What follows belongs to an exercise in optimizing a design on an open flow for small area, a short achievable clock period and few clock cycles; a production flow would make more cautious choices. In this exercise RTL edits were held to simulation tests only and were not proved equivalent to the original. Power and IR drop assume default switching activity.

==> job 3897: inputs <==
==> flow/design.v (excerpt) <==
module dlls_core (
    input  wire        clk,
    input  wire        rst,          
    input  wire        cmd_valid,
    output wire        cmd_ready,
    input  wire [31:0] cmd,
    output reg         resp_valid,
    output reg  [31:0] resp
);
Settings: LEC_CHECK=0, CAP_MARGIN=20, CORE_MARGIN=2, CORE_UTILIZATION=40, CTS_BUF_LIST=sky130_fd_sc_hd__clkbuf_16, CTS_CLUSTER_DIAMETER=80, CTS_CLUSTER_SIZE=24, SLEW_MARGIN=20; clock period 25.0 ns.
standard.sh (not shown) runs the stock make flow with config.mk's settings and CLKGATE_MAP_FILE= SYNTH_SCRIPT=/design/flow/synth_recipe.tcl, a recipe that flattens the netlist after the stock synthesis.
==> flow/flow/run.sh <==
#!/bin/bash
# Layout flow: the standard layout (standard.sh, unchanged synthesis and
# steps), except that buffer_ports puts sky130_fd_sc_hd__buf_4 on every input
# and output port instead of the cell it picks by default (a slow delay
# buffer).  All tool output goes to standard.log in this folder; ORFS keeps
# its per-step logs under orfs/logs.
set -euo pipefail
export BUFFER_PORTS_ARGS="-buffer_cell sky130_fd_sc_hd__buf_4"
bash standard.sh > standard.log 2>&1
==> job 8943: changes against job 3897 <==
--- a/flow/design.v
+++ b/flow/design.v
@@ -51,11 +51,10 @@
     reg         cfg_valid;
     reg  [3:0]  cfg_err;
     reg  [2:0]  k_sh;             
     reg  [7:0]  k_g;              
     reg  [8:0]  k_g9;             
-    reg  [7:0]  k_en;             
     reg  [7:0]  eng_a;            
     reg         eng_par;
     reg         tx_inf;
     reg  [15:0] tx_cnt;
     reg  [7:0]  tx_a;             
@@ -102,10 +101,14 @@
     reg  [7:0]  dc_code;
     reg         dc_esc;
     reg  [3:0]  dc_pos;
     reg         ph;
     reg  [7:0]  tmp;
+    reg         phb;              
+    reg         tmp_esc;          
+    reg         tx_esc;           
+    reg         tx_a_chg;         
     function [NF+3:0] pdec;       
         input [31:0] w;
         reg [7:0] o;
         reg [NF-1:0] f;
         reg s, p, e, r;
@@ -144,12 +147,13 @@
     reg         c_v;
     reg  [NF-1:0] c_f;
     reg  [23:0] c_d;
     reg         c_s, c_p, c_e, c_res;
     reg         rdy_q;
+    reg         nrdy_q;
     assign cmd_ready = rdy_q;
-    wire take = cmd_valid && rdy_q;
+    wire take = cmd_valid && !nrdy_q;
     wire [NF+3:0] dec_in = pdec(cmd);
     wire [7:0]  a   = c_d[23:16];
     wire [15:0] d16 = c_d[15:0];
     wire [7:0]  b   = c_d[7:0];
     wire z23_8 = c_f[F_ZH] && c_f[F_ZM];
@@ -200,20 +204,22 @@
     wire        is_txb    = c_f[F_TXB];
     wire        tx_stall  = x_txb && scheme_crc && tx_cl && !ph;
     wire        rd_stall  = x_rd && c_f[F_RDCRC] && !ph;
     wire        cm_stall  = x_commit && !ph;
     wire        dc_stall  = dc_v && (x_txb || x_txe);
-    wire        stall     = ext_stall || tx_stall || rd_stall || cm_stall || dc_stall;
+    wire        tx_stall2 = x_txb && scheme_crc && tx_cl && ph && !phb;
+    wire        txe_stall = x_txe && tx_a_chg;
+    wire        stall     = ext_stall || tx_stall || tx_stall2 || txe_stall || rd_stall || cm_stall || dc_stall;
     wire [7:0]  crc_out   = stepa_byte(c_f[F_EBYTE] ? eng_a : tx_a, b, k_g);
     wire        b_par     = ^b;
     wire        close     = is_txb ? tx_cl : tx_inf;
     wire        close_p   = is_txb ? (tx_par ^ b_par) : tx_par;
     wire [7:0]  crc_code  = (is_txb ? tmp : tx_a) >> k_sh;
     wire [7:0]  close_code = scheme_crc ? crc_code : (close_p ? r_oddmk : r_evenmk);
-    wire        code_esc  = scheme_crc && !codepos &&
-                            ((crc_code == r_start) || (crc_code == r_stop) ||
-                             (crc_code == r_esc));
+    wire        code_esc  = scheme_crc && !codepos && (is_txb ? tmp_esc : tx_esc);
+    wire [7:0]  tx_code   = tx_a >> k_sh;
+    wire [7:0]  tmp_code  = tmp >> k_sh;
     wire        pre0      = is_txb && !tx_inf;           
     wire [3:0]  npre_hot  = {is_txb && pre0 && c_res, is_txb && (pre0 ^ c_res),
                              is_txb && !pre0 && !c_res, !is_txb};
     wire [1:0]  n_pre     = {npre_hot[3] | npre_hot[2], npre_hot[3] | npre_hot[1]};
     wire [2:0]  len_ne    = {1'b0, n_pre} + (close ? 3'd2 : 3'd0);
@@ -250,23 +256,33 @@
                                   : (npre_hot[0] | npre_hot[1] & fge[1] |
                                      npre_hot[2] & fge[2] | npre_hot[3] & fge[3]);
     wire        fits_x    = npre_hot[0] & fge[3] | npre_hot[1] & fge[4] |
                             npre_hot[2] & fge[5] | npre_hot[3] & fge[6];
     wire        tx_fits   = len_x ? fits_x : fits_ne;
-    wire        go_base   = x_txb && !tx_stall && !dc_v || x_txe && !dc_v;
+    wire        go_base   = (x_txb || x_txe) && !(tx_stall || tx_stall2 || txe_stall || dc_v);
     wire        tx_go     = go_base && tx_fits;
     wire [15:0] base_hot  = 16'h0001 << (dc_v ? dc_pos : txq_tail);
+    wire [1:0]  base_lo   = dc_v ? dc_pos[1:0] : txq_tail[1:0];
+    reg  [7:0]  bank_d [0:3];
+    integer     bk;
+    always @* begin
+        for (bk = 0; bk < 4; bk = bk + 1)
+            case ((bk - base_lo) & 2'd3)
+                2'd0:    bank_d[bk] = slot_b0;
+                2'd1:    bank_d[bk] = slot_b1;
+                default: bank_d[bk] = slot_b2;
+            endcase
+    end
     reg  [15:0] en_ne, en_x;
     reg  [7:0]  ent_b [0:15];
     integer     ei;
     always @* begin
         for (ei = 0; ei < 16; ei = ei + 1) begin
             en_ne[ei] = (base_hot[ei] & slot_ne[0]) | (base_hot[(ei - 1) & 15] & slot_ne[1]) |
                         (base_hot[(ei - 2) & 15] & slot_ne[2]);
             en_x[ei]  = base_hot[(ei - 2) & 15];
-            ent_b[ei] = ({8{base_hot[ei]}} & slot_b0) | ({8{base_hot[(ei - 1) & 15]}} & slot_b1) |
-                        ({8{base_hot[(ei - 2) & 15]}} & slot_b2);
+            ent_b[ei] = bank_d[ei & 3];
         end
     end
     wire        we_any = dc_v || go_base && (len_x ? fits_x : fits_ne);
     wire [15:0] ent_we = {16{we_any}} & (en_ne | ({16{slot_x2}} & en_x));
     wire [3:0]  tail_ne   = txq_tail + {1'b0, len_ne};
@@ -289,20 +305,20 @@
                      (r_oddmk  == r_start) || (r_oddmk  == r_stop) || (r_oddmk  == r_esc))
                 first_failed = 4'd4;
         end else begin
             if ((r_deg < 4'd1) || (r_deg > 4'd8))
                 first_failed = 4'd5;
-            else if (!r_gen[r_deg] || ((r_gen >> (r_deg + 4'd1)) != 9'd0))
+            else if (((r_gen & (9'h001 << r_deg)) == 9'd0) || ((r_gen & (9'h1FE << r_deg)) != 9'd0))
                 first_failed = 4'd6;
             else if (!r_gen[0])
                 first_failed = 4'd7;
         end
     end
     wire [2:0] new_sh = 3'd0 - r_deg[2:0];            
     wire [7:0] new_g  = r_gen[7:0] << new_sh;         
     wire [8:0] new_g9 = r_gen & ~(9'h1FE << r_deg);
-    wire [7:0] new_en = ~(8'hFF << r_deg);
+    wire [7:0] k_en   = 8'hFF >> k_sh;                 
     wire [7:0] rd_a    = a[3] ? tx_a : eng_a;         
     wire [7:0] rd_half = div_x4(rd_a >> k_sh, k_en[3:0], k_g9);
     wire [7:0] rd_rem  = div_x4(tmp, k_en[7:4], k_g9);
     reg [15:0] csr_val;
     reg        csr_ok;
@@ -388,14 +404,18 @@
         | ({32{x_pop}}                     & w_pop)
         | ({32{x_feed && rx_full}}         & {ST_EFULL, 28'd0})
         | ({32{x_ext}}                     & w_ext)
         | ({32{x_prd}}                     & w_prd);
     wire u_one     = (rx_cnt == sc_n + 6'd1);
-    wire ext_ok_nx = (caught ? (!x_feed_ok || sc_go) : (u_one && sc_go && !x_feed_ok)) ||
-                     (p_v && !x_ext) || (sc_go && sc_close);
-    wire tx_cl_pred = tx_cl || (x_txb && tx_cl_nx) ||
-                      (fmax_one && (x_txb || x_txe || x_commit));
+    wire ext_ok_nx = caught && (!x_feed_ok || (!p_v && !(sc_ds && no_room))) || (p_v && !x_ext);
+    wire p_txb     = x_txb || scheme_crc && (tx_cl || fmax_one && (x_txe || x_commit));
+    wire p_txe     = x_txb || x_txe || x_commit;
+    wire rdy_d = rst || (stall ? !(x_ext && !ext_ok_nx || tx_stall)
+                               : !(take && (dec_in[F_COMMIT] || dec_in[F_RD] && dec_in[F_RDCRC] ||
+                                            dec_in[F_TXB] && p_txb ||
+                                            dec_in[F_TXE] && p_txe ||
+                                            dec_in[F_EXT] && !ext_ok_nx)));
     reg        rst_r;             
     reg        tx_cl;             
     reg  [3:0] ff_r;              
     wire       arst = rst_r || x_sreset;
     wire       x_cgo = x_commit && ph;       
@@ -403,15 +423,14 @@
     wire [5:0] sc_n1_rm = sc_n + 6'd1 - ext_rm;
     integer i, r;
     always @(posedge clk) begin
         rst_r <= rst;
         ff_r  <= first_failed;
-        rdy_q <= rst || (stall ? !(x_ext && !ext_ok_nx)
-                               : !(take && (dec_in[F_COMMIT] || dec_in[F_RD] && dec_in[F_RDCRC] ||
-                                            dec_in[F_TXB] && scheme_crc && tx_cl_pred ||
-                                            (dec_in[F_TXB] || dec_in[F_TXE]) && x_txb && close ||
-                                            dec_in[F_EXT] && !ext_ok_nx)));
+        tx_esc   <= (tx_code == r_start) || (tx_code == r_stop) || (tx_code == r_esc);
+        tx_a_chg <= rst_r || x_sreset || tx_go || x_cgo;
+        rdy_q  <= rdy_d;
+        nrdy_q <= !rdy_d;
         if (rst) begin
             c_v  <= 1'b0;
         end else if (!stall) begin
             c_v  <= take;
             {c_res, c_e, c_p, c_s, c_f} <= dec_in;
@@ -433,11 +452,10 @@
             cfg_valid <= 1'b0;
             cfg_err   <= 4'd0;
             k_sh      <= 3'd0;
             k_g       <= 8'h00;
             k_g9      <= 9'h000;
-            k_en      <= 8'h00;
             eng_a     <= 8'h00;
             eng_par   <= 1'b0;
             tx_inf    <= 1'b0;
             tx_cnt    <= 16'd0;
             tx_a      <= 8'h00;
@@ -460,15 +478,18 @@
             sc_ds     <= 1'b0;
             sc_rsy    <= 6'd0;
             p_v       <= 1'b0;
             pf_v      <= 1'b0;
             ph        <= 1'b0;
+            phb       <= 1'b0;
             dc_v      <= 1'b0;
         end else begin
+            phb <= tx_stall2;
             if (stall && !ext_stall) begin
                 ph  <= 1'b1;
-                tmp <= c_f[F_RD] ? rd_half : crc_out;
+                if (!ph) tmp <= c_f[F_RD] ? rd_half : crc_out;
+                tmp_esc <= (tmp_code == r_start) || (tmp_code == r_stop) || (tmp_code == r_esc);
             end else begin
                 ph  <= 1'b0;
             end
             if (pf_load) begin
                 pf_v <= 1'b1;
@@ -553,11 +574,10 @@
                 cfg_err   <= ff_r;
                 cfg_valid <= (ff_r == 4'd0);
                 k_sh      <= new_sh;
                 k_g       <= new_g;
                 k_g9      <= new_g9;
-                k_en      <= new_en;
             end
             if (x_cgo || x_eclr) begin
                 eng_a   <= 8'h00;
                 eng_par <= 1'b0;
             end
==> qor summary <==
metric                                                                                     job 3897                    job 8943
Result of the run                                                                    finished clean              finished clean
Combinational share of power                                                                  0.042                       0.040
Combinational power                                                                      0.000135 W                  0.000131 W
Multi-In Gates                                                                                 3719                        3550
WP data required                                                                           20.00 ns                    25.61 ns
Detailed-route wire length per cell                                                   27.45 microns               26.70 microns
Worst Path Class, Setup                                                 flip-flop to primary output  primary input to flip-flop
Average footprint of a synthesized cell                                                 11.01 sq um                 11.25 sq um
Fin cells                                                                                      7083                        6909
CP Data Arrival Time                                                                        1.19 ns                     7.57 ns
Clock-pin slew of the registers on the worst-case setup and hold paths                      0.10 ns                     0.08 ns
Multiplexer fraction of the synthesized cell area                                            0.1149                      0.1180
Met2 layer usage reported by global route                                                    0.3782                      0.3819
Initial antenna violation count                                                                  13                          10
Clock buffer cells                                                                               68                          69
Cell-internal power                                                                      0.002449 W                  0.002467 W
Seq area share                                                                               0.4612                      0.4655
Area enclosed by the die boundary                                                      148300 sq um                145700 sq um
Non-clk invs                                                                                    106                         112
Share of the core filled with cells in the final layout                                      0.4351                      0.4372
Switching power total                                                                   0.0007648 W                 0.0007774 W
Testbench counts of job 3897, summed over its fixed seeds: cycles 34,779.
Testbench counts of job 8943, summed over its fixed seeds: cycles 34,862.

==> afterwards: timing with drivers on the ports <==
No port has a modelled driver above. Below, the same layouts with a new extraction and two added sets of constraints. Step 1 sets driving cells, clkbuf_16 on the clock port and buf_2 on the other inputs (assumed; they add their load-dependent delay and slew). Step 2 also shifts input and output timing later by t, the mid clock arrival at the registers, as if the neighbouring blocks saw the same clock. Three values: ideal ports, drivers, drivers and shift; two values: the first two.
run	t (ns)	slack for setup (ns)	worst register clock-pin slew, ns
job 3897	0.778	18.815 / 18.735 / 18.430	0.10 / 0.10
job 8943	0.770	18.043 / 18.096 / 17.327	0.10 / 0.10
After both steps setup and hold are still met in every run listed. The setup slack of job 8943, which loses most, moves by +0.053 ns with the drivers and by -0.716 ns with both steps.
